What follows belongs to an exercise in optimizing a design on an open flow for small area; a production flow would make more cautious choices.
At most, simulation tests tie the RTL to the original design; equivalence was not proved.
No functional check of the RTL was part of run 1.
No activity file was given, so power comes from the tool's default toggle rates.

### design.v
module bitlink #(
    parameter CLK_PER_US = 16
) (
    input  wire        clk,
    input  wire        rst_n,
    input  wire        sel,
    input  wire        wr,
    input  wire [6:0]  addr,
    input  wire [2:0]  size,
    input  wire [31:0] wdata,
    output wire [31:0] rdata,
    output reg         ready,
    output reg         err,
    output wire        sclk_o,
    output wire        sdio_o,
    output wire        sdio_oe,
    input  wire        sdio_i,
    output wire        ncs_o,
    output wire        nrst_o
);
    localparam [31:0] ID_VALUE = 32'h424C4B01;
    localparam [4:0] R_ID        = 5'd0,  R_CTRL      = 5'd1,  R_STATUS    = 5'd2,
                     R_CMD       = 5'd3,  R_RDATA     = 5'd4,  R_RDATA_S   = 5'd5,
                     R_TEL0      = 5'd6,  R_TEL1      = 5'd7,  R_POS_X     = 5'd8,
                     R_POS_Y     = 5'd9,  R_XF_X      = 5'd10, R_XF_Y      = 5'd11,
                     R_XF_C      = 5'd12, R_XF_S      = 5'd13, R_T_HALF    = 5'd14,
                     R_PAR_A0    = 5'd26, R_PAR_A1    = 5'd27, R_PAR_B     = 5'd28,
                     R_PRESCALE  = 5'd29;
    localparam [3:0] E_BUSY = 4'd1, E_ILLEGAL = 4'd2, E_VARIANT = 4'd3,
                     E_NO_RST = 4'd4, E_CFG_BUSY = 4'd5;
    localparam [1:0] PS_OFF = 2'b00, PS_RESETTING = 2'b01, PS_ACTIVE = 2'b10;
    localparam [3:0] K_END    = 4'd0,  K_CS     = 4'd1,  K_RST    = 4'd2,
                     K_DIRIN  = 4'd3,  K_DIRLOW = 4'd4,  K_BLDIR  = 4'd5,
                     K_WAIT   = 4'd6,  K_TX     = 4'd7,  K_RX     = 4'd8,
                     K_RXB    = 4'd9,  K_PSRES  = 4'd10;
    localparam [3:0] W_HALF = 4'd0, W_CS_SETUP = 4'd1, W_CS_HOLD = 4'd2,
                     W_RD_SETTLE = 4'd3, W_INTERBYTE = 4'd4, W_WR_SETTLE = 4'd5,
                     W_BURST_A2D = 4'd6, W_BURST_EXIT = 4'd7, W_B_W2R = 4'd8,
                     W_B_R2W = 4'd9, W_RST_HOLD = 4'd10, W_WAKE = 4'd11,
                     W_DELAY = 4'd12;
    localparam [3:0] X_A0 = 4'd0, X_A1 = 4'd1, X_RDADDR = 4'd2, X_WRADDR = 4'd3,
                     X_PIDADDR = 4'd4, X_BURST = 4'd5, X_RSTADDR = 4'd6,
                     X_MAGIC = 4'd7, X_CTRLADDR = 4'd8, X_CTRL0 = 4'd9,
                     X_CTRL1 = 4'd10, X_BDX = 4'd11, X_BDY = 4'd12;
    localparam [3:0] C_NONE = 4'd0, C_RX = 4'd1, C_BURST = 4'd2, C_SAMPLE_A = 4'd3,
                     C_IDENT = 4'd4, C_SAMPLE_B = 4'd5, C_CLEAR = 4'd6,
                     C_ACCUM = 4'd7, C_ACTIVE = 4'd8, C_OFF = 4'd9;
    localparam [1:0] PH_START = 2'd0, PH_LOW = 2'd1, PH_HIGH = 2'd2;
    reg  [2:0]   ctrl;          
    reg  [15:0]  xf_c, xf_s;
    reg  [287:0] treg;          
    reg  [11:0]  tw;            
    reg  [31:0]  par_a0;
    reg  [15:0]  par_a1_lo;
    reg  [2:0]   res_bit, sleep_bit;
    reg          burst8;
    reg  [15:0]  par_b;
    reg          a0w, a1w, bw;  
    reg          busy;
    reg  [1:0]   pstate;
    reg          id_valid, id_mismatch, motion_valid;
    reg          err_flag, err_ovf;
    reg  [3:0]   err_code;
    reg  [31:0]  cmd_word;
    reg          cmdw;          
    reg  [7:0]   rx;
    reg  [31:0]  tel0, tel1;
    reg          telw;          
    reg  [31:0]  pos_x, pos_y;
    reg  [23:0]  xf_x;
    reg  [24:0]  xf_y;
    reg          xfw;           
    reg          st_clk, st_dir, st_dout, st_cs, st_rst;
    reg          busy_d, clk_d, dir_d, dout_d, cs_d, rst_d;
    reg          commit;        
    reg          psres_d;       
    reg          rd_q;
    reg  [4:0]   ra_q;
    reg  [3:0]   prescale;
    reg  [23:0]  wcnt;
    reg  [4:0]   pc;
    reg  [1:0]   phase;
    reg  [2:0]   bidx;
    reg  [7:0]   shreg;
    reg  [2:0]   ridx;
    reg  [55:0]  rxbuf;
    reg  [1:0]   mstep;
    reg  [22:0]  acc_x, acc_y;
    reg          sdi_s1, sdi_s2;
    wire variant     = ctrl[0];
    wire rst_present = ctrl[1];
    wire res_level   = ctrl[2];
    assign sclk_o  = st_clk;
    assign sdio_oe = st_dir;
    assign sdio_o  = st_dout;
    assign ncs_o   = ~(st_cs & ~variant);
    assign nrst_o  = rst_present ? st_rst : 1'b1;
    wire tick = (prescale == 4'd15);
    wire [31:0] par_a0_v   = par_a0 & {32{a0w}};
    wire [15:0] par_a1_v   = par_a1_lo & {16{a1w}};
    wire [15:0] par_b_v    = par_b & {16{bw}};
    wire [7:0] reg_pid     = par_a0_v[7:0];
    wire [7:0] pid_expect  = par_a0_v[15:8];
    wire [7:0] reg_burst   = par_a0_v[23:16];
    wire [7:0] reg_ctrl    = par_a0_v[31:24];
    wire [7:0] reg_reset   = par_a1_v[7:0];
    wire [7:0] reset_magic = par_a1_v[15:8];
    wire [7:0] b_cmd_dx    = par_b_v[7:0];
    wire [7:0] b_cmd_dy    = par_b_v[15:8];
    wire [7:0] cmd_opc = cmd_word[7:0];
    wire [7:0] cmd_a0  = cmd_word[15:8];
    wire [7:0] cmd_a1  = cmd_word[23:16];
    wire [7:0] cmd_a2  = cmd_word[31:24];
    wire [7:0] ctrl_byte0 = ({7'd0, res_level} << res_bit);
    wire [7:0] ctrl_byte1 = ({7'd0, res_level} << res_bit) | (8'd1 << sleep_bit);
    function [7:0] uop;
        input [3:0] kind;
        input [3:0] arg;
        uop = {kind, arg};
    endfunction
    function [7:0] write_seq;
        input [4:0] i;
        input [3:0] addr_src;
        input [3:0] val_src;
        case (i)
            5'd0: write_seq = uop(K_CS, 4'd1);
            5'd1: write_seq = uop(K_WAIT, W_CS_SETUP);
            5'd2: write_seq = uop(K_TX, addr_src);
            5'd3: write_seq = uop(K_WAIT, W_INTERBYTE);
            5'd4: write_seq = uop(K_TX, val_src);
            5'd5: write_seq = uop(K_WAIT, W_WR_SETTLE);
            5'd6: write_seq = uop(K_CS, 4'd0);
            5'd7: write_seq = uop(K_WAIT, W_CS_HOLD);
            default: write_seq = uop(K_DIRIN, 4'd0);
        endcase
    endfunction
    function [7:0] read_seq;
        input [4:0] i;
        input [3:0] addr_src;
        input       close;
        input [3:0] commit_kind;
        case (i)
            5'd0: read_seq = uop(K_CS, 4'd1);
            5'd1: read_seq = uop(K_WAIT, W_CS_SETUP);
            5'd2: read_seq = uop(K_WAIT, W_RD_SETTLE);
            5'd3: read_seq = uop(K_TX, addr_src);
            5'd4: read_seq = uop(K_RX, 4'd0);
            5'd5: read_seq = close ? uop(K_CS, 4'd0) : uop(K_END, commit_kind);
            5'd6: read_seq = uop(K_WAIT, W_CS_HOLD);
            5'd7: read_seq = uop(K_DIRIN, 4'd0);
            default: read_seq = uop(K_END, commit_kind);
        endcase
    endfunction
    function [7:0] burst_seq;
        input [4:0] i;
        input [3:0] commit_kind;
        case (i)
            5'd0: burst_seq = uop(K_CS, 4'd1);
            5'd1: burst_seq = uop(K_WAIT, W_CS_SETUP);
            5'd2: burst_seq = uop(K_TX, X_BURST);
            5'd3: burst_seq = uop(K_WAIT, W_BURST_A2D);
            5'd4: burst_seq = uop(K_RXB, 4'd0);
            5'd5: burst_seq = uop(K_CS, 4'd0);
            5'd6: burst_seq = uop(K_WAIT, W_CS_HOLD);
            5'd7: burst_seq = uop(K_DIRIN, 4'd0);
            5'd8: burst_seq = uop(K_WAIT, W_BURST_EXIT);
            default: burst_seq = uop(K_END, commit_kind);
        endcase
    endfunction
    function [7:0] cycle_seq;
        input [4:0] i;
        input [3:0] cmd_src;
        case (i)
            5'd0: cycle_seq = uop(K_TX, cmd_src);
            5'd1: cycle_seq = uop(K_DIRIN, 4'd0);
            5'd2: cycle_seq = uop(K_WAIT, W_B_W2R);
            5'd3: cycle_seq = uop(K_RX, 4'd0);
            5'd4: cycle_seq = uop(K_DIRLOW, 4'd0);
            default: cycle_seq = uop(K_WAIT, W_B_R2W);
        endcase
    endfunction
    function [7:0] reset_seq;
        input [4:0] i;
        input       hard;
        if (i == 5'd0)
            reset_seq = uop(K_PSRES, 4'd0);
        else if (hard) begin
            case (i)
                5'd1: reset_seq = uop(K_RST, 4'd0);
                5'd2: reset_seq = uop(K_WAIT, W_RST_HOLD);
                5'd3: reset_seq = uop(K_RST, 4'd1);
                5'd4: reset_seq = uop(K_WAIT, W_WAKE);
                default:
                    if (i < 5'd14) reset_seq = write_seq(i - 5'd5, X_CTRLADDR, X_CTRL0);
                    else           reset_seq = uop(K_END, C_ACTIVE);
            endcase
        end else begin
            if (i < 5'd10)       reset_seq = write_seq(i - 5'd1, X_RSTADDR, X_MAGIC);
            else if (i == 5'd10) reset_seq = uop(K_WAIT, W_WAKE);
            else if (i < 5'd20)  reset_seq = write_seq(i - 5'd11, X_CTRLADDR, X_CTRL0);
            else                 reset_seq = uop(K_END, C_ACTIVE);
        end
    endfunction
    function [7:0] program_op;
        input [7:0] opc;
        input [4:0] i;
        input       var_b;
        input       hard;
        input       a_end;
        input       ps_off;
        case ({opc[6:4], opc[2:0]})
            6'o00: program_op = uop(K_END, C_NONE);
            6'o01: program_op = (i == 0) ? uop(K_TX, X_A0) : uop(K_END, C_NONE);
            6'o02: program_op = (i == 0) ? uop(K_RX, 4'd0) : uop(K_END, C_RX);
            6'o03: program_op = (i == 0) ? uop(K_BLDIR, 4'd0) : uop(K_END, C_NONE);
            6'o04: program_op = (i == 0) ? uop(K_WAIT, W_DELAY) : uop(K_END, C_NONE);
            6'o10: program_op = (i == 0) ? uop(K_CS, 4'd1) :
                                (i == 1) ? uop(K_WAIT, W_CS_SETUP) : uop(K_END, C_NONE);
            6'o11: program_op = (i == 0) ? uop(K_CS, 4'd0) :
                                (i == 1) ? uop(K_WAIT, W_CS_HOLD) :
                                (i == 2) ? uop(K_DIRIN, 4'd0) : uop(K_END, C_NONE);
            6'o12: program_op = read_seq(i, X_RDADDR, a_end, C_RX);
            6'o13: program_op = (i < 9) ? write_seq(i, X_WRADDR, X_A1) : uop(K_END, C_NONE);
            6'o14: program_op = burst_seq(i, C_BURST);
            6'o15: program_op = read_seq(i, X_PIDADDR, 1'b1, C_IDENT);
            6'o20: program_op = (i == 0) ? uop(K_TX, X_A0) :
                                (i == 1) ? uop(K_DIRIN, 4'd0) : uop(K_END, C_NONE);
            6'o21: program_op = (i == 0) ? uop(K_RX, 4'd0) :
                                (i == 1) ? uop(K_DIRLOW, 4'd0) : uop(K_END, C_RX);
            6'o22: program_op = (i < 6) ? cycle_seq(i, X_A0) : uop(K_END, C_RX);
            6'o30: program_op = (i == 0) ? uop(K_PSRES, 4'd0) :
                                (i == 1) ? uop(K_RST, 4'd0) :
                                (i == 2) ? uop(K_WAIT, W_RST_HOLD) :
                                (i == 3) ? uop(K_RST, 4'd1) :
                                (i == 4) ? uop(K_WAIT, W_WAKE) : uop(K_END, C_ACTIVE);
            6'o31: program_op = (i == 0)  ? uop(K_PSRES, 4'd0) :
                                (i < 10)  ? write_seq(i - 5'd1, X_RSTADDR, X_MAGIC) :
                                (i == 10) ? uop(K_WAIT, W_WAKE) : uop(K_END, C_ACTIVE);
            6'o32: program_op = var_b ? ((i == 0) ? uop(K_DIRLOW, 4'd0) :
                                         (i == 1) ? uop(K_WAIT, W_B_R2W) : uop(K_END, C_NONE))
                                      : reset_seq(i, hard);
            6'o33: program_op = ps_off ? uop(K_END, C_NONE) :
                                (i < 9) ? write_seq(i, X_CTRLADDR, X_CTRL1) : uop(K_END, C_OFF);
            6'o34: program_op = reset_seq(i, hard);
            6'o40: program_op = var_b ? ((i < 6)  ? cycle_seq(i, X_BDX) :
                                         (i < 12) ? cycle_seq(i - 5'd6, X_BDY) :
                                                    uop(K_END, C_SAMPLE_B))
                                      : burst_seq(i, C_SAMPLE_A);
            6'o41: program_op = uop(K_END, C_CLEAR);
            6'o42: program_op = uop(K_END, C_ACCUM);
            default: program_op = uop(K_END, C_NONE);
        endcase
    endfunction
    wire [7:0] cur_op = program_op(cmd_opc, pc, variant, rst_present,
                                   cmd_a2[0], pstate == PS_OFF);
    wire [3:0] op_kind = cur_op[7:4];
    wire [3:0] op_arg  = cur_op[3:0];
    wire        waiting = (wcnt != 24'd0);
    wire        bit_op  = (op_kind == K_TX || op_kind == K_RX || op_kind == K_RXB);
    wire        wload   = busy && !waiting &&
                          (op_kind == K_WAIT || (bit_op && !(phase == PH_HIGH && bidx == 3'd0)));
    wire [3:0]  wsrc    = bit_op ? W_HALF : op_arg;
    wire [15:0] wsel    = wload ? (16'd1 << wsrc) : 16'd0;
    reg  [23:0] wait_len;
    reg         w_unw;
    integer wi;
    always @(*) begin
        wait_len = {8'd0, {16{wsel[W_DELAY]}} & {cmd_a1, cmd_a0}};
        w_unw    = 1'b0;
        for (wi = 0; wi < 12; wi = wi + 1) begin
            wait_len = wait_len | ({24{wsel[wi]}} & treg[wi*24 +: 24]);
            w_unw    = w_unw | (wsel[wi] & ~tw[wi]);
        end
        wait_len = wait_len | {24{w_unw}};
    end
    reg [7:0] tx_byte;
    always @(*) begin
        case (op_arg)
            X_A0:       tx_byte = cmd_a0;
            X_A1:       tx_byte = cmd_a1;
            X_RDADDR:   tx_byte = {1'b0, cmd_a0[6:0]};
            X_WRADDR:   tx_byte = {1'b1, cmd_a0[6:0]};
            X_PIDADDR:  tx_byte = {1'b0, reg_pid[6:0]};
            X_BURST:    tx_byte = reg_burst;
            X_RSTADDR:  tx_byte = {1'b1, reg_reset[6:0]};
            X_MAGIC:    tx_byte = reset_magic;
            X_CTRLADDR: tx_byte = {1'b1, reg_ctrl[6:0]};
            X_CTRL0:    tx_byte = ctrl_byte0;
            X_CTRL1:    tx_byte = ctrl_byte1;
            X_BDX:      tx_byte = b_cmd_dx;
            X_BDY:      tx_byte = b_cmd_dy;
            default:    tx_byte = 8'd0;
        endcase
    end
    wire [2:0] burst_last = burst8 ? 3'd7 : 3'd6;
    wire       acc_legal = sel && (size == 3'd4) && (addr[1:0] == 2'b00);
    wire       bus_wr    = acc_legal && wr;
    wire [4:0] widx      = addr[6:2];
    wire is_cfg_reg = (widx == R_CTRL) || (widx >= R_XF_C && widx <= R_PAR_B);
    wire [7:0] new_opc = wdata[7:0];
    reg        opc_legal, opc_a_only, opc_b_only;
    always @(*) begin
        opc_legal  = 1'b0;
        opc_a_only = 1'b0;
        opc_b_only = 1'b0;
        case (new_opc)
            8'h00, 8'h01, 8'h02, 8'h03, 8'h04,
            8'h32, 8'h40, 8'h41, 8'h42:          opc_legal = 1'b1;
            8'h10, 8'h11, 8'h12, 8'h13, 8'h14, 8'h15,
            8'h30, 8'h31, 8'h33, 8'h34:          begin opc_legal = 1'b1; opc_a_only = 1'b1; end
            8'h20, 8'h21, 8'h22:                 begin opc_legal = 1'b1; opc_b_only = 1'b1; end
            default: ;
        endcase
    end
    reg [3:0] cmd_error;
    always @(*) begin
        if (busy)                                   cmd_error = E_BUSY;
        else if (!opc_legal)                        cmd_error = E_ILLEGAL;
        else if ((opc_a_only && variant) ||
                 (opc_b_only && !variant))          cmd_error = E_VARIANT;
        else if (new_opc == 8'h30 && !rst_present)  cmd_error = E_NO_RST;
        else                                        cmd_error = 4'd0;
    end
    wire cmd_write  = bus_wr && (widx == R_CMD);
    wire cmd_accept = cmd_write && (cmd_error == 4'd0);
    wire cfg_write  = bus_wr && is_cfg_reg;
    wire cfg_refuse = cfg_write && busy;
    wire cfg_do     = cfg_write && !busy;
    wire       raise_err = (cmd_write && cmd_error != 4'd0) || cfg_refuse;
    wire [3:0] raise_code = cfg_refuse ? E_CFG_BUSY : cmd_error;
    wire       w1c = bus_wr && (widx == R_STATUS) && wdata[12];
    wire        nrst_d = rst_present ? rst_d : 1'b1;
    wire [1:0]  pstate_enc = variant ? 2'b11 : pstate;
    wire [31:0] status_word = {12'd0, err_code, 2'b00, err_ovf, err_flag, 1'b0,
                               motion_valid, id_mismatch, id_valid,
                               nrst_d, clk_d, dout_d, dir_d, cs_d,
                               pstate_enc, busy_d};
    wire [31:0] rsel = rd_q ? (32'd1 << ra_q) : 32'd0;
    reg  [23:0] rd_t;
    reg         r_unw;
    integer ri;
    always @(*) begin
        rd_t  = 24'd0;
        r_unw = 1'b0;
        for (ri = 0; ri < 12; ri = ri + 1) begin
            rd_t  = rd_t | ({24{rsel[R_T_HALF + ri]}} & treg[ri*24 +: 24]);
            r_unw = r_unw | (rsel[R_T_HALF + ri] & ~tw[ri]);
        end
        rd_t = rd_t | {24{r_unw}};
    end
    assign rdata = ({32{rsel[R_ID]}}      & ID_VALUE)
                 | ({32{rsel[R_CTRL]}}    & {29'd0, ctrl})
                 | ({32{rsel[R_STATUS]}}  & status_word)
                 | ({32{rsel[R_CMD] & cmdw}} & cmd_word)
                 | ({32{rsel[R_RDATA]}}   & {24'd0, rx})
                 | ({32{rsel[R_RDATA_S]}} & {{24{rx[7]}}, rx})
                 | ({32{rsel[R_TEL0] & telw}} & tel0)
                 | ({32{rsel[R_TEL1] & telw}} & tel1)
                 | ({32{rsel[R_POS_X]}}   & pos_x)
                 | ({32{rsel[R_POS_Y]}}   & pos_y)
                 | ({32{rsel[R_XF_X] & xfw}} & {{8{xf_x[23]}}, xf_x})
                 | ({32{rsel[R_XF_Y] & xfw}} & {{7{xf_y[24]}}, xf_y})
                 | ({32{rsel[R_XF_C]}}    & {16'd0, xf_c})
                 | ({32{rsel[R_XF_S]}}    & {16'd0, xf_s})
                 | {8'd0, rd_t}
                 | ({32{rsel[R_PAR_A0] & a0w}} & par_a0)
                 | ({32{rsel[R_PAR_A1]}}  & {7'd0, burst8, 1'b0, sleep_bit, 1'b0, res_bit,
                                             par_a1_lo & {16{a1w}}})
                 | ({32{rsel[R_PAR_B] & bw}} & {16'd0, par_b})
                 | ({32{rsel[R_PRESCALE]}} & CLK_PER_US);
    always @(posedge clk or negedge rst_n) begin
        if (!rst_n) begin
            rd_q         <= 1'b0;
            ready        <= 1'b0;
            err          <= 1'b0;
            ctrl         <= 3'd0;
            xf_c         <= 16'h0100;
            xf_s         <= 16'h0000;
            tw           <= 12'd0;
            a0w          <= 1'b0;
            a1w          <= 1'b0;
            bw           <= 1'b0;
            res_bit      <= 3'd0;
            sleep_bit    <= 3'd0;
            burst8       <= 1'b0;
            err_flag     <= 1'b0;
            err_ovf      <= 1'b0;
            err_code     <= 4'd0;
        end else begin
            ready <= sel;
            err   <= sel && !acc_legal;
            rd_q  <= acc_legal && !wr;
            if (cfg_do) begin
                case (widx)
                    R_CTRL:   ctrl <= wdata[2:0];
                    R_XF_C:   xf_c <= wdata[15:0];
                    R_XF_S:   xf_s <= wdata[15:0];
                    R_PAR_A0: a0w  <= 1'b1;
                    R_PAR_A1: begin
                        a1w       <= 1'b1;
                        res_bit   <= wdata[18:16];
                        sleep_bit <= wdata[22:20];
                        burst8    <= wdata[24];
                    end
                    R_PAR_B:  bw   <= 1'b1;
                    default:  if (widx >= R_T_HALF && widx < R_T_HALF + 5'd12)
                                  tw[widx - R_T_HALF] <= 1'b1;
                endcase
            end
            if (w1c) begin
                err_flag <= 1'b0;
                err_ovf  <= 1'b0;
                err_code <= 4'd0;
            end else if (raise_err) begin
                if (!err_flag) begin
                    err_flag <= 1'b1;
                    err_code <= raise_code;
                end else begin
                    err_ovf  <= 1'b1;
                end
            end
        end
    end
    integer ti;
    always @(posedge clk) begin
        ra_q <= widx;
        if (cfg_do) begin
            for (ti = 0; ti < 12; ti = ti + 1)
                if (widx == R_T_HALF + ti)
                    treg[ti*24 +: 24] <= (ti == 0 && wdata[23:0] == 24'd0) ? 24'd1 : wdata[23:0];
            if (widx == R_PAR_A0) par_a0    <= wdata;
            if (widx == R_PAR_A1) par_a1_lo <= wdata[15:0];
            if (widx == R_PAR_B)  par_b     <= wdata[15:0];
        end
    end
    wire       is_accum = cmd_opc[1];             
    wire [7:0] op_dx    = is_accum ? cmd_a1 : rxbuf[15:8];
    wire [7:0] op_dy    = is_accum ? cmd_a2 : rxbuf[23:16];
    wire       dxy_nz   = (op_dx | op_dy) != 8'd0;
    wire [7:0] op_m     = is_accum ? cmd_a0 : rxbuf[7:0];
    wire       m_nz     = (op_m != 8'd0);
    wire       b_sample = variant & ~is_accum;
    wire       acc_valid = b_sample ? dxy_nz : m_nz;
    wire       opc_is_accum = ({cmd_opc[6:4], cmd_opc[2:0]} == 6'o42);
    wire       idle_step   = !busy && !commit;    
    wire       trig_accept = cmd_accept && (new_opc == 8'h42) && (prescale == 4'd14);
    wire       trig_accum  = busy && opc_is_accum && (prescale == 4'd14);
    wire       run_op      = busy && !waiting;
    wire       trig_sample = run_op && (variant ? (pc == 5'd10) : (pc == 5'd5));
    wire       trig_busy   = trig_accum || trig_sample;
    wire       first       = idle_step || trig_busy;
    reg  [2:0] wx, wy;
    always @(*) begin
        if (idle_step) begin
            wx = {wdata[17:16], 1'b0};
            wy = {wdata[25:24], 1'b0};
        end else if (trig_busy) begin
            wx = {op_dx[1:0], 1'b0};
            wy = {op_dy[1:0], 1'b0};
        end else begin
            case (mstep)
                2'd2:    begin wx = op_dx[3:1]; wy = op_dy[3:1]; end
                2'd1:    begin wx = op_dx[5:3]; wy = op_dy[5:3]; end
                default: begin wx = op_dx[7:5]; wy = op_dy[7:5]; end
            endcase
        end
    end
    wire gate = idle_step | b_sample | m_nz;
    wire kill = (mstep == 2'd2) && !gate;
    function [2:0] booth_enc;
        input [2:0] w;
        input       en;
        begin
            booth_enc[0] = en & (w[1] ^ w[0]);
            booth_enc[1] = en & ((w[2] & ~w[1] & ~w[0]) | (~w[2] & w[1] & w[0]));
            booth_enc[2] = en & w[2];
        end
    endfunction
    function [18:0] booth_row;
        input [15:0] c;
        input [2:0]  e;
        input        flip;       
        reg   [19:0] ce;
        integer i;
        begin
            ce = {{3{c[15]}}, c, 1'b0};
            for (i = 0; i < 19; i = i + 1)
                booth_row[i] = ((e[0] & ce[i+1]) | (e[1] & ce[i])) ^ (e[2] ^ flip);
        end
    endfunction
    function [18:0] add3;
        input [18:0] a, b, c;
        input        ci0, ci1;
        reg   [18:0] sv, cv, cs, r;
        reg          k, t;
        integer i;
        begin
            for (i = 0; i < 19; i = i + 1) begin
                sv[i] = a[i] ^ b[i] ^ c[i];
                cv[i] = (a[i] & b[i]) | (a[i] & c[i]) | (b[i] & c[i]);
            end
            cs = {cv[17:0], ci0};
            k  = ci1;
            for (i = 0; i < 10; i = i + 1) begin
                r[i] = sv[i] ^ cs[i] ^ k;
                k = (sv[i] & cs[i]) | (sv[i] & k) | (cs[i] & k);
            end
            t = 1'b0;
            for (i = 10; i < 19; i = i + 1) begin
                r[i] = sv[i] ^ cs[i] ^ t;
                t = (sv[i] & cs[i]) | (sv[i] & t) | (cs[i] & t);
            end
            t = k;
            for (i = 10; i < 19; i = i + 1) begin
                add3[i] = r[i] ^ t;
                t = t & r[i];
            end
            add3[9:0] = r[9:0];
        end
    endfunction
    wire [2:0] ex = booth_enc(wx, gate);
    wire [2:0] ey = booth_enc(wy, gate);
    wire [18:0] hx = (first || kill) ? 19'd0 : {{2{acc_x[22]}}, acc_x[22:6]};
    wire [18:0] hy = (first || kill) ? 19'd0 : {{2{acc_y[22]}}, acc_y[22:6]};
    wire [18:0] sum_x = add3(hx, booth_row(xf_c, ex, 1'b0), booth_row(xf_s, ey, 1'b1),
                             ex[2], ~ey[2]);
    wire [18:0] sum_y = add3(hy, booth_row(xf_s, ex, 1'b0), booth_row(xf_c, ey, 1'b0),
                             ex[2], ey[2]);
    wire [24:0] res_x = {sum_x, acc_x[5:0]};
    wire [24:0] res_y = {sum_y, acc_y[5:0]};
    always @(posedge clk) begin
        if (trig_accept || trig_busy || mstep != 2'd0) begin
            acc_x <= {sum_x[18:2], sum_x[1:0], acc_x[5:2] & {4{!kill}}};
            acc_y <= {sum_y[18:2], sum_y[1:0], acc_y[5:2] & {4{!kill}}};
        end
    end
    wire [7:0] rx_byte = {shreg[6:0], sdi_s2};
    function [31:0] add_sx8;
        input [31:0] a;
        input [7:0]  d;
        reg          c, s, all1, all0;
        integer i;
        begin
            s = d[7];
            c = 1'b0;
            for (i = 0; i < 8; i = i + 1) begin
                add_sx8[i] = a[i] ^ d[i] ^ c;
                c = (a[i] & d[i]) | (a[i] & c) | (d[i] & c);
            end
            all1 = 1'b1;
            all0 = 1'b1;
            for (i = 8; i < 32; i = i + 1) begin
                add_sx8[i] = a[i] ^ ((c & ~s & all1) | (~c & s & all0));
                all1 = all1 & a[i];
                all0 = all0 & ~a[i];
            end
        end
    endfunction
    function [23:0] dec24;       
        input [23:0] a;
        reg          bw;
        integer i;
        begin
            bw = 1'b1;
            for (i = 0; i < 24; i = i + 1) begin
                dec24[i] = a[i] ^ bw;
                bw = bw & ~a[i];
            end
        end
    endfunction
    wire [31:0] pos_x_sum = add_sx8(pos_x, op_dx);
    wire [31:0] pos_y_sum = add_sx8(pos_y, op_dy);
    wire commit_rx    = (op_arg == C_RX || op_arg == C_BURST || op_arg == C_SAMPLE_A ||
                         op_arg == C_IDENT || op_arg == C_SAMPLE_B);
    wire commit_tel   = (op_arg == C_BURST || op_arg == C_SAMPLE_A ||
                         op_arg == C_SAMPLE_B || op_arg == C_ACCUM);
    wire commit_mot   = (op_arg == C_SAMPLE_A || op_arg == C_SAMPLE_B || op_arg == C_ACCUM);
    always @(posedge clk) begin
        sdi_s1 <= sdio_i;
        sdi_s2 <= sdi_s1;
    end
    always @(posedge clk or negedge rst_n) begin
        if (!rst_n) begin
            prescale     <= 4'd0;
            busy         <= 1'b0;
            commit       <= 1'b0;
            psres_d      <= 1'b0;
            mstep        <= 2'd0;
            cmdw         <= 1'b0;
            telw         <= 1'b0;
            xfw          <= 1'b0;
            pstate       <= PS_OFF;
            id_valid     <= 1'b0;
            id_mismatch  <= 1'b0;
            motion_valid <= 1'b0;
            rx           <= 8'd0;
            pos_x        <= 32'd0;
            pos_y        <= 32'd0;
            st_clk       <= 1'b1;
            st_dir       <= 1'b0;
            st_dout      <= 1'b0;
            st_cs        <= 1'b0;
            st_rst       <= 1'b1;
            busy_d       <= 1'b0;
            clk_d        <= 1'b1;
            dir_d        <= 1'b0;
            dout_d       <= 1'b0;
            cs_d         <= 1'b0;
            rst_d        <= 1'b1;
        end else begin
            prescale <= prescale + 4'd1;
            busy_d   <= busy;
            clk_d    <= st_clk;
            dir_d    <= st_dir;
            dout_d   <= st_dout;
            cs_d     <= st_cs;
            rst_d    <= st_rst;
            commit   <= 1'b0;
            psres_d  <= 1'b0;
            if (psres_d) pstate <= PS_RESETTING;
            if (trig_accept || trig_busy)
                mstep <= 2'd2;
            else if (mstep != 2'd0)
                mstep <= mstep - 2'd1;
            if (commit) begin
                if (commit_rx)  rx   <= shreg;
                if (commit_tel) telw <= 1'b1;
                if (op_arg == C_IDENT) begin
                    id_valid    <= 1'b1;
                    id_mismatch <= (shreg != pid_expect);
                end
                if (op_arg == C_CLEAR) begin
                    pos_x <= 32'd0;
                    pos_y <= 32'd0;
                end
                if (op_arg == C_ACTIVE) pstate <= PS_ACTIVE;
                if (op_arg == C_OFF)    pstate <= PS_OFF;
                if (commit_mot) begin
                    motion_valid <= acc_valid;
                    xfw          <= 1'b1;
                    if (acc_valid) begin
                        pos_x <= pos_x_sum;
                        pos_y <= pos_y_sum;
                    end
                end
            end
            if (cmd_accept) begin
                cmdw     <= 1'b1;
                busy     <= 1'b1;
            end else if (busy && !waiting) begin
                case (op_kind)
                    K_CS:     st_cs  <= op_arg[0];
                    K_RST:    st_rst <= op_arg[0];
                    K_DIRIN:  st_dir <= 1'b0;
                    K_DIRLOW: begin st_dout <= 1'b0; st_dir <= 1'b1; end
                    K_BLDIR:  begin st_dout <= cmd_a0[1]; st_dir <= cmd_a0[0]; end
                    K_PSRES:  psres_d <= 1'b1;
                    K_TX: begin
                        case (phase)
                            PH_START: begin
                                st_dout <= tx_byte[7];
                                st_dir  <= 1'b1;
                                st_clk  <= 1'b0;
                            end
                            PH_LOW: st_clk <= 1'b1;
                            default: if (bidx != 3'd0) begin
                                st_clk  <= 1'b0;
                                st_dout <= tx_byte[bidx - 3'd1];
                            end
                        endcase
                    end
                    K_RX, K_RXB: begin
                        case (phase)
                            PH_START: begin
                                st_dir <= 1'b0;
                                st_clk <= 1'b0;
                            end
                            PH_LOW: st_clk <= 1'b1;
                            default: if (bidx != 3'd0) st_clk <= 1'b0;
                        endcase
                    end
                    K_END: begin
                        busy   <= 1'b0;
                        commit <= 1'b1;
                    end
                    default: ;
                endcase
            end
        end
    end
    always @(posedge clk) begin
        if (commit && commit_tel) begin
            case (op_arg)
                C_SAMPLE_B: begin
                    tel0 <= {8'd0, op_dy, op_dx, 7'd0, dxy_nz};
                    tel1 <= 32'd0;
                end
                C_ACCUM: begin
                    tel0 <= {8'd0, op_dy, op_dx, op_m};
                    tel1 <= 32'd0;
                end
                default: begin
                    tel0 <= rxbuf[31:0];
                    tel1 <= {(burst8 ? shreg : 8'd0), rxbuf[55:32]};
                end
            endcase
        end
        if (commit && commit_mot) begin
            xf_x <= res_x[23:0];
            xf_y <= res_y[24:0];
        end
        if (cmd_accept)
            cmd_word <= wdata;
    end
    always @(posedge clk) begin
        if (cmd_accept)
            wcnt <= 24'd1;
        else if (waiting)
            wcnt <= tick ? dec24(wcnt) : wcnt;
        else
            wcnt <= wait_len;
    end
    always @(posedge clk) begin
        if (cmd_accept) begin
            pc       <= 5'd0;
            phase    <= PH_START;
            ridx     <= {2'b00, variant};
        end else if (busy && !waiting) begin
            case (op_kind)
                K_CS, K_RST, K_DIRIN, K_DIRLOW, K_BLDIR, K_PSRES, K_WAIT:
                    pc <= pc + 5'd1;
                K_TX, K_RX, K_RXB: begin
                    case (phase)
                        PH_START: begin
                            bidx  <= 3'd7;
                            phase <= PH_LOW;
                        end
                        PH_LOW:
                            phase <= PH_HIGH;
                        default: begin
                            if (op_kind != K_TX)
                                shreg <= rx_byte;
                            if (bidx == 3'd0) begin
                                if (op_kind != K_TX) begin
                                    if (ridx != 3'd7)
                                        rxbuf[ridx*8 +: 8] <= rx_byte;
                                    ridx <= ridx + 3'd1;
                                end
                                phase <= PH_START;
                                if (!(op_kind == K_RXB && ridx != burst_last))
                                    pc <= pc + 5'd1;
                            end else begin
                                bidx  <= bidx - 3'd1;
                                phase <= PH_LOW;
                            end
                        end
                    endcase
                end
                default: ;   
            endcase
        end
    end
endmodule
### run.sh
#!/bin/bash
# synth_recipe.tcl (not shown) runs the flow's synth.tcl, then flattens the netlist and writes it again
# the make line also repeats each setting of config.mk as NAME=value (left out here)
make -C /OpenROAD-flow-scripts/flow DESIGN_CONFIG=/design/flow/config.mk WORK_HOME=/design/flow/orfs CLKGATE_MAP_FILE= SYNTH_SCRIPT=/design/flow/synth_recipe.tcl finish
### config.mk
export PLATFORM = sky130hd
export DESIGN_NAME = bitlink
export DESIGN_NICKNAME = bitlink
export VERILOG_FILES = /design/flow/design.v
export SDC_FILE = /design/flow/constraint.sdc
export NUM_CORES = 4
export LEC_CHECK = 0
export CAP_MARGIN = 20
export CORE_MARGIN = 2
export CORE_UTILIZATION = 40
export CTS_BUF_LIST = sky130_fd_sc_hd__clkbuf_4 sky130_fd_sc_hd__clkbuf_8
export CTS_CLUSTER_SIZE = 20
export SLEW_MARGIN = 20
### constraint.sdc
create_clock -name core_clock -period 12.0 [get_ports {clk}]
set_input_delay 2.4000 -clock core_clock [delete_from_list [all_inputs] [get_ports {clk}]]
set_output_delay 2.4000 -clock core_clock [all_outputs]
set_load 0.01 [all_outputs]
==> results of run 1 <==
-- metrics by stage --
step                      setup WS, ns  total power [mW]  utilization, %
after detailed placement         1.078             3.956           43.08
after global routing            0.5982             6.951           45.93
after global placement           1.153             3.949           43.08
after CTS                        1.148             6.746           45.89
final                            1.043             6.747           45.94
after floorplan                  1.880             3.730               -
-- worst min-delay path by stage --
stage | from | to | slack (ns) | cells after the start
6_report | sdi_s1 | sdi_s2 | 0.33 | 0
5_1_grt | sdi_s1 | sdi_s2 | 0.35 | 0
4_1_cts | sdi_s1 | sdi_s2 | 0.33 | 0
3_5_place_dp | sdi_s1 | sdi_s2 | 0.31 | 0
3_3_place_gp | sdi_s1 | sdi_s2 | 0.31 | 0
2_1_floorplan | sdi_s1 | sdi_s2 | 0.31 | 0
-- sequential cells by signal (all words and copies together) (netlist names), 5 cells and up, named ones only --
name and flops:
treg 288, rxbuf 56, cmd_word 32, par_a0 32, pos_x 32, pos_y 32, tel0 32, tel1 32
xf_y 25, wcnt 24, xf_x 24, acc_x 23, acc_y 23, par_a1_lo 16, par_b 16, xf_c 16
xf_s 16, tw 12, rx 8, shreg 8, pc 5, ra_q 5
-- cell usage after synthesis, drive strengths merged, types with 33 or more instances --
| cell type | instances | area [um2] |
|---|---|---|
| a21oi | 114 | 570.6 |
| a221oi | 71 | 639.4 |
| a222oi | 66 | 660.6 |
| a22o | 113 | 989.7 |
| a22oi | 246 | 1847 |
| a31oi | 33 | 206.5 |
| and2 | 84 | 525.5 |
| and3 | 41 | 256.5 |
| buf | 73 | 369.1 |
| clkbuf | 204 | 768.2 |
| dfrtp | 160 | 4004 |
| dfxtp | 63 | 1261 |
| edfxtp | 611 | 18350 |
| fa | 82 | 1642 |
| ha | 89 | 1114 |
| inv | 150 | 563.0 |
| mux2 | 80 | 900.9 |
| mux2i | 46 | 468.0 |
| nand2 | 336 | 1266 |
| nand3 | 129 | 655.6 |
| nand4 | 79 | 500.5 |
| nor2 | 204 | 768.2 |
| nor2b | 46 | 287.8 |
| nor3 | 96 | 521.8 |
| nor4 | 49 | 327.8 |
| o21ai | 204 | 1021 |
| xnor2 | 86 | 760.7 |
-- power by group --
group | switching (mW) | total, mW | internal (mW)
clock | 1.31 | 2.83 | 1.52
sequential | 0.0622 | 3.34 | 3.28
combinational | 0.362 | 0.572 | 0.210
total | 1.74 | 6.75 | 5.01
-- kinds of logic after synthesis --
family / count (synthesis) / share of synthesized area (%)
adders and majority gates: 171 / 6.144
DFF: 839 / 52.95
muxes: 126 / 3.052
buffers and inverters: 429 / 3.808
AOI/OAI and AO/OA: 1101 / 17.96
and+or+nand+nor: 1227 / 14.18
xor gates and xnor gates: 97 / 1.911
-- cell usage in the layout, fill, tap and decap left out, types with 32 or more instances in the layout --
cell	count
nand2b_1	32
a221oi_1	69
nor2b_1	43
nor4_1	37
clkbuf_8	175
and3_1	41
xnor2_1	85
a31oi_1	33
mux2i_1	44
buf_4	149
a222oi_1	66
nor2_1	171
fa_1	82
clkdlybuf4s50_1	84
ha_1	89
o21ai_0	199
mux2_2	80
and2_1	81
dfxtp_1	63
dfrtp_1	160
a21oi_1	111
a22oi_1	246
inv_1	147
edfxtp_1	611
clkbuf_4	46
nand3_1	125
a22o_1	113
nand4_1	78
nand2_1	332
nor3_1	84
-- area by class of cell --
type | count | area share (%)
Sequential cell | 839 | 46.57
Clock inverter | 60 | 0.7583
Tap cell | 1488 | 3.652
Clock buffer | 219 | 5.360
Antenna cell | 5 | 0.02454
Multi-Input combinational cell | 2722 | 38.63
Inverter | 152 | 1.119
Timing Repair Buffer | 235 | 3.885
-- per-layer routing --
layer / share of wire (%) / routed length, um / vias to the layer above
li1: - / - / 15624
met1: 38 / 80130 / 19230
met2: 40 / 84290 / 3183
met3: 15 / 30660 / 666
met4: 7.3 / 15410 / 18
met5: 0.066 / 139 / -
==> impl_metrics.json, run 1 <==
{
  "cpMostUsedCell": "fa_1",
  "htree_levels": 4,
  "period_share_pct": 91.31,
  "setup_viol": 0,
  "multiInputGateArea_um2": 19690,
  "busiest_layer": "met2",
  "synth_edf_count": 611,
  "totalWireLength_um": 210600,
  "start_util_pct": 40.41,
  "nFillCells": 10332,
  "tritoncts": "built",
  "syn-instance-count": 3990,
  "overflow": 0,
  "numPortBuffers": 85,
  "grt_max_degree": 66,
  "post-route-drc-count": 0,
  "wl_per_cell_um": 36.82,
  "syn2layout_area_growth_pct": 13.68,
  "path_buf_inv": 6,
  "endpoint_kind": "flop",
  "grt_pass1_wl_um": 291200,
  "rrSetupSlack_ns": 1.04,
  "die_w_um": 338.8,
  "max-cap-violations": 0,
  "power.density_nw_per_um2": 132.3,
  "first_global_vias": 36454,
  "r2r_start": "pc[1]",
  "drt_iter0_drc": 7038,
  "nets": 4319,
  "pin_count": 86,
  "cp.depth": 34,
  "worst_path_dominant_cell_family": "adder cells",
  "timing_hold_violations_final": 0,
  "synth.cell_area_um2": 44850,
  "fmax_ghz": 0.09126,
  "synth-seq-area-share_pct": 52.95,
  "first_pass_iters": 9,
  "placed_cell_area_um2": 47810,
  "vias": 38721,
  "row_count": 122,
  "worstPathArrival_ns": 11.55,
  "layout-drive-gt1-share_pct": 14.71,
  "core_area_um2": 111000,
  "clk_path_buf_depth": 3,
  "met3_usage_pct": 13.94,
  "max-slew-margin-rel_pct": 11.79,
  "critPathKind": "flop to flop",
  "synth_fp_nets": 4208,
  "fp.dieH_um": 338.8,
  "reg2reg_depth": 34,
  "cp_slowest_cell": "nor4bb_1",
  "r2r_end": "xf_x[23]",
  "status": "timing/DRC/antenna clean",
  "synth_cell_types": 108,
  "slew_viol_final": 0,
  "placed_cells": 5433,
  "stdcell_count": 5720,
  "cp.required_ns": 12.59,
  "grt_usage_pct": 35.92,
  "dpl.hpwl_um": 146800,
  "async_flop_share_pct": 19.67,
  "hp-class": "flop to flop",
  "slowest_delay_ns": 0.64,
  "cts_buffers": 151,
  "grtUsageMet2_pct": 49.23,
  "worst_clock_skew_ns": 0.06546,
  "die-area_um2": 114800,
  "ctsHoldBuffers": 0,
  "timing.hold.ws_ns": 0.3250,
  "rsz0062_at_grt": "no",
  "met1_usage_pct": 47.60,
  "ys.warnings.count": 1,
  "ys_seq_elements": 839,
  "startpoint_type": "flop",
  "drtAntennaViolNets": 0,
  "gp_congestion": 1.040,
  "fin_area_um2": 50980,
  "drt-vias-per-instance": 6.769,
  "ff_latch_area_um2": 23740,
  "path_clk_slew_ns": 0.06,
  "ctsResizeCount": 0,
  "leakagePower_nw": 18.24,
  "cts.sinks": 839,
  "endpoint": "xf_x[23]",
  "crit_fanout": 18,
  "clk_latency_ns": 0.89,
  "syn_area_per_cell_um2": 11.24,
  "ir_drop_mv": 0.09343,
  "tightest_slew_ns": 1.322,
  "fin_crit_ns": 10.96,
  "antenna_found_initial": 15,
  "setup.worst_path.start": "pc[1]",
  "synth_ff_type": "edfxtp_1",
  "cts-root-buf": "clkbuf_8",
  "finalSetupTns_ns": 0,
  "post_cts_buffers": 0
}
==> run 2: changes to the inputs <==
--- a/design.v
+++ b/design.v
@@ -79,2 +79,3 @@
     reg  [3:0]   prescale;
+    reg          waiting;
     reg  [23:0]  wcnt;
@@ -257,8 +258,3 @@
     wire [3:0] op_arg  = cur_op[3:0];
-    wire        waiting = (wcnt != 24'd0);
-    wire        bit_op  = (op_kind == K_TX || op_kind == K_RX || op_kind == K_RXB);
-    wire        wload   = busy && !waiting &&
-                          (op_kind == K_WAIT || (bit_op && !(phase == PH_HIGH && bidx == 3'd0)));
-    wire [3:0]  wsrc    = bit_op ? W_HALF : op_arg;
-    wire [15:0] wsel    = wload ? (16'd1 << wsrc) : 16'd0;
+    wire [3:0]  wsrc = (op_kind == K_TX || op_kind == K_RX || op_kind == K_RXB) ? W_HALF : op_arg;
     reg  [23:0] wait_len;
@@ -267,7 +263,7 @@
     always @(*) begin
-        wait_len = {8'd0, {16{wsel[W_DELAY]}} & {cmd_a1, cmd_a0}};
+        wait_len = (wsrc == W_DELAY) ? {8'd0, cmd_a1, cmd_a0} : 24'd0;
         w_unw    = 1'b0;
         for (wi = 0; wi < 12; wi = wi + 1) begin
-            wait_len = wait_len | ({24{wsel[wi]}} & treg[wi*24 +: 24]);
-            w_unw    = w_unw | (wsel[wi] & ~tw[wi]);
+            wait_len = wait_len | ({24{wsrc == wi}} & treg[wi*24 +: 24]);
+            w_unw    = w_unw | ((wsrc == wi) & ~tw[wi]);
         end
@@ -714,10 +710,11 @@
     end
-    always @(posedge clk) begin
-        if (cmd_accept)
-            wcnt <= 24'd1;
-        else if (waiting)
-            wcnt <= tick ? dec24(wcnt) : wcnt;
-        else
-            wcnt <= wait_len;
-    end
+    task start_wait;
+        input [23:0] n;
+        begin
+            if (n != 24'd0) begin
+                waiting <= 1'b1;
+                wcnt    <= n;
+            end
+        end
+    endtask
     always @(posedge clk) begin
@@ -727,7 +724,42 @@
             ridx     <= {2'b00, variant};
-        end else if (busy && !waiting) begin
+            waiting  <= 1'b1;
+            wcnt     <= 24'd1;
+        end else if (busy && waiting) begin
+            if (tick) begin
+                wcnt <= dec24(wcnt);
+                if (wcnt == 24'd1)
+                    waiting <= 1'b0;
+            end
+        end else if (busy) begin
             case (op_kind)
-                K_CS, K_RST, K_DIRIN, K_DIRLOW, K_BLDIR, K_PSRES, K_WAIT:
+                K_CS, K_RST, K_DIRIN, K_DIRLOW, K_BLDIR, K_PSRES:
                     pc <= pc + 5'd1;
-                K_TX, K_RX, K_RXB: begin
+                K_WAIT: begin
+                    start_wait(wait_len);
+                    pc <= pc + 5'd1;
+                end
+                K_TX: begin
+                    case (phase)
+                        PH_START: begin
+                            bidx  <= 3'd7;
+                            phase <= PH_LOW;
+                            start_wait(wait_len);
+                        end
+                        PH_LOW: begin
+                            phase <= PH_HIGH;
+                            start_wait(wait_len);
+                        end
+                        default: begin
+                            if (bidx == 3'd0) begin
+                                phase <= PH_START;
+                                pc    <= pc + 5'd1;
+                            end else begin
+                                bidx  <= bidx - 3'd1;
+                                phase <= PH_LOW;
+                                start_wait(wait_len);
+                            end
+                        end
+                    endcase
+                end
+                K_RX, K_RXB: begin
                     case (phase)
@@ -736,14 +768,14 @@
                             phase <= PH_LOW;
+                            start_wait(wait_len);
                         end
-                        PH_LOW:
+                        PH_LOW: begin
                             phase <= PH_HIGH;
+                            start_wait(wait_len);
+                        end
                         default: begin
-                            if (op_kind != K_TX)
-                                shreg <= rx_byte;
+                            shreg <= rx_byte;
                             if (bidx == 3'd0) begin
-                                if (op_kind != K_TX) begin
-                                    if (ridx != 3'd7)
-                                        rxbuf[ridx*8 +: 8] <= rx_byte;
-                                    ridx <= ridx + 3'd1;
-                                end
+                                if (ridx != 3'd7)
+                                    rxbuf[ridx*8 +: 8] <= rx_byte;
+                                ridx  <= ridx + 3'd1;
                                 phase <= PH_START;
@@ -754,2 +786,3 @@
                                 phase <= PH_LOW;
+                                start_wait(wait_len);
                             end
--- a/config.mk
+++ b/config.mk
@@ -10,4 +10,2 @@
 export CORE_UTILIZATION = 40
-export CTS_BUF_LIST = sky130_fd_sc_hd__clkbuf_4 sky130_fd_sc_hd__clkbuf_8
-export CTS_CLUSTER_SIZE = 20
 export SLEW_MARGIN = 20
==> impl_metrics.json, run 2 <==
{
  "final_common_cell": "edfxtp_1",
  "synth_top_cell_by_area": "edfxtp_1",
  "fin_crit_ns": 10.39,
  "tightest_slew_ns": 1.230,
  "nets": 4385,
  "largest_reg_flops": 288,
  "syn2layout_area_growth_pct": 13.64,
  "top_register": "treg",
  "endpoint_kind": "flop",
  "antenna_found_initial": 17,
  "pin_count": 86,
  "clk_latency_ns": 0.70,
  "htree_levels": 3,
  "drtAntennaViolNets": 0,
  "synth.most_common_cell": "edfxtp_1",
  "grt_max_degree": 65,
  "grt_pass1_wl_um": 303900,
  "numPortBuffers": 85,
  "finalSetupTns_ns": 0,
  "power.density_nw_per_um2": 119.8,
  "r2r_end": "acc_y[22]",
  "setup.worst_path.start": "pc[0]",
  "drt-vias-per-instance": 6.995,
  "p_comb_share_pct": 1.7,
  "first_global_vias": 37188,
  "fmax_ghz": 0.09628,
  "totalWireLength_um": 222100,
  "wl_per_cell_um": 38.50,
  "intPower_mw": 4.866,
  "rrSetupSlack_ns": 1.61,
  "cts.sinks": 841,
  "clock_power_share_pct": 48.3,
  "post_cts_buffers": 0,
  "ctsHoldBuffers": 0,
  "cts_buffers": 93,
  "row_count": 124,
  "synth_ff_type": "edfxtp_1",
  "die_w_um": 342.3,
  "synth-seq-area-share_pct": 51.97,
  "synth_area_leaders": "edfxtp_1, dfrtp_1, fa_1, a22oi_1, nand2_1",
  "layout-drive-gt1-share_pct": 12.20,
  "ir_drop_mv": 0.1095,
  "critPathKind": "flop to flop",
  "yosys-top-cells-count": "edfxtp_1, nand2_1, clkbuf_1",
  "vias": 40349,
  "cp.required_ns": 12.44,
  "grt_usage_pct": 37.18,
  "status": "timing/DRC/antenna clean",
  "synth.cell_area_um2": 45770,
  "slew_viol_final": 0,
  "synth_cell_types": 105,
  "ys.warnings.count": 1,
  "ctsResizeCount": 0,
  "syn_area_per_cell_um2": 11.11,
  "post-route-drc-count": 0,
  "async_flop_share_pct": 19.62,
  "core_area_um2": 113900,
  "max-cap-violations": 0,
  "path_clk_slew_ns": 0.07,
  "synth_top_cell_area_share_pct": 40.09,
  "startpoint_type": "flop",
  "period_share_pct": 86.55,
  "worstPathArrival_ns": 10.82,
  "reg2reg_depth": 34,
  "hp-class": "flop to flop",
  "ys_seq_elements": 841,
  "final_cell_mix": "edfxtp_1, nand2_1, a22oi_1",
  "crit_fanout": 33,
  "r2r_start": "pc[0]",
  "start_util_pct": 40.19,
  "synth_fp_nets": 4337,
  "synth_edf_count": 611,
  "dpl.hpwl_um": 154400,
  "first_pass_iters": 10,
  "overflow": 0,
  "reg.largest.list": "treg (288), rxbuf (56)",
  "leakagePower_nw": 19.35,
  "timing_hold_violations_final": 0,
  "seq_power_share_pct": 50.0,
  "worst_clock_skew_ns": 0.02799,
  "cp_slowest_cell": "dfxtp_1",
  "die-area_um2": 117100,
  "power_mw": 6.229,
  "gp_congestion": 1.094,
  "max-slew-margin-rel_pct": 17.13,
  "cts-root-buf": "clkbuf_16",
  "drt_iter0_drc": 7972,
  "clk_path_buf_depth": 3,
  "cpMostUsedCell": "fa_1",
  "setup_viol": 0,
  "syn-instance-count": 4121,
  "p_switching_mw": 1.364,
  "endpoint": "acc_y[22]",
  "slowest_delay_ns": 0.74,
  "tritoncts": "built",
  "p_sw_share_pct": 21.89,
  "rsz0062_at_grt": "no",
  "fp.dieH_um": 342.3
}
==> run 2: cell count changes after synthesis, moves of 10 or more <==
cell      previous run  this run
o211ai_1            27        16
nor4_1              47        37
and3_1              41        60
mux2i_1             44        74
a32o_1               9        21
a222oi_1            66        51
a22o_1             113       135
xnor2_1             85        95
and2_1              81       106
nand2_1            334       354
a22oi_1            246       200
clkbuf_1           202       224
==> run 2: worst min path at each step <==
stage | from | end | slack, ns | cells after the start
global placement | sdi_s1 | sdi_s2 | 0.31 | 0
finish | sdi_s1 | sdi_s2 | 0.35 | 0
detailed placement | sdi_s1 | sdi_s2 | 0.33 | 0
CTS | sdi_s1 | sdi_s2 | 0.34 | 0
global route | sdi_s1 | sdi_s2 | 0.36 | 0
floorplan | sdi_s1 | sdi_s2 | 0.31 | 0
==> run 2: worst max-delay path, delay by kind of cell (launching register included) <==
kind	cells	cell delay (ns)
adders and majority gates	20	6.46
and+or+nand+nor	6	1.05
DFF	1	0.74
AOI/OAI and AO/OA	2	0.71
xor gates and xnor gates	3	0.45
buffers and inverters	2	0.41
muxes	1	0.28
==> run 2: logic make-up after synthesis <==
| kind of cell | count (synthesis) | synth area share [%] |
|---|---|---|
| XOR/XNOR | 102 | 1.952 |
| adder cells (fa/ha/maj) | 169 | 5.965 |
| buffers and inverters | 445 | 3.907 |
| AO/OA/AOI/OAI | 1124 | 18.04 |
| AND/OR/NAND/NOR | 1284 | 14.50 |
| multiplexers | 156 | 3.661 |
| flip-flops | 841 | 51.97 |
==> run 2: stage by stage <==
stage               area [um2]  cells  hold slack, ns  worst slack, ns  utilization [%]
floorplan                45770   4121          0.3096            1.894                -
global placement         48720   5576          0.3132            1.393            42.78
detailed placement       48790   5579          0.3309            1.299            42.85
CTS                      51930   5751          0.3447            1.694            45.60
global route             51980   5758          0.3565            1.137            45.65
finish                   52010   5768          0.3462            1.614            45.67
==> run 2: area by class of cell <==
cell class	instances	area [um2]
tap	1512	1892
multi-input combinational	2835	20500
clock inverter	54	496.7
timing repair buffer	248	2108
inverter	150	563.0
antenna	10	25.02
sequential	841	23780
clock buffer	118	2641
fill	10562	61870
==> run 2: power by group through the flow <==
stage	registers (mW)	logic (mW)	clock network, mW
2_1_floorplan	3.17	0.0218	0
6_report	3.11	0.107	3.01
4_1_cts	3.11	0.103	3.02
5_1_grt	3.11	0.110	3.13
3_3_place_gp	3.17	0.102	0
3_5_place_dp	3.17	0.102	0
==> run 2: metal layers <==
metal / routed length [um] / vias up / track usage [%] / part of all wire, %
met5: 60 / - / 0 / 0.027
met2: 88420 / 3546 / 51.19 / 40
li1: - / 15971 / - / -
met1: 80450 / 19925 / 47.34 / 36
met4: 19140 / 10 / 24.73 / 8.6
met3: 34000 / 897 / 15.72 / 15

static timing again, ports no longer ideal:
No port has a modelled driver above. Below, the same layouts with a new extraction and two added sets of constraints. Step 1, drivers: a clkbuf_16 drives clk and a buf_2 each remaining input, both assumed. Step 2, shift: input delay + t, output delay - t, t = (earliest + latest rising clock arrival at the registers) / 2. This alone moves slack from input paths to output paths. Three values: ideal ports, drivers, drivers and shift; two values: the first two.
run | shift t [ns] | slack for setup (ns) | worst setup path at the end | latest minus earliest clock arrival (ns)
run 1 | 0.927 | 1.043 / 1.043 / 0.952 | input to register | 0.068 / 0.068
run 2 | 0.757 | 1.614 / 1.614 / 1.293 | input to register | 0.033 / 0.032
After both steps setup and hold are still met in every run listed. For run 2, which loses most, drivers alone change the setup slack by 0.000 ns; drivers and shift together by -0.321 ns.
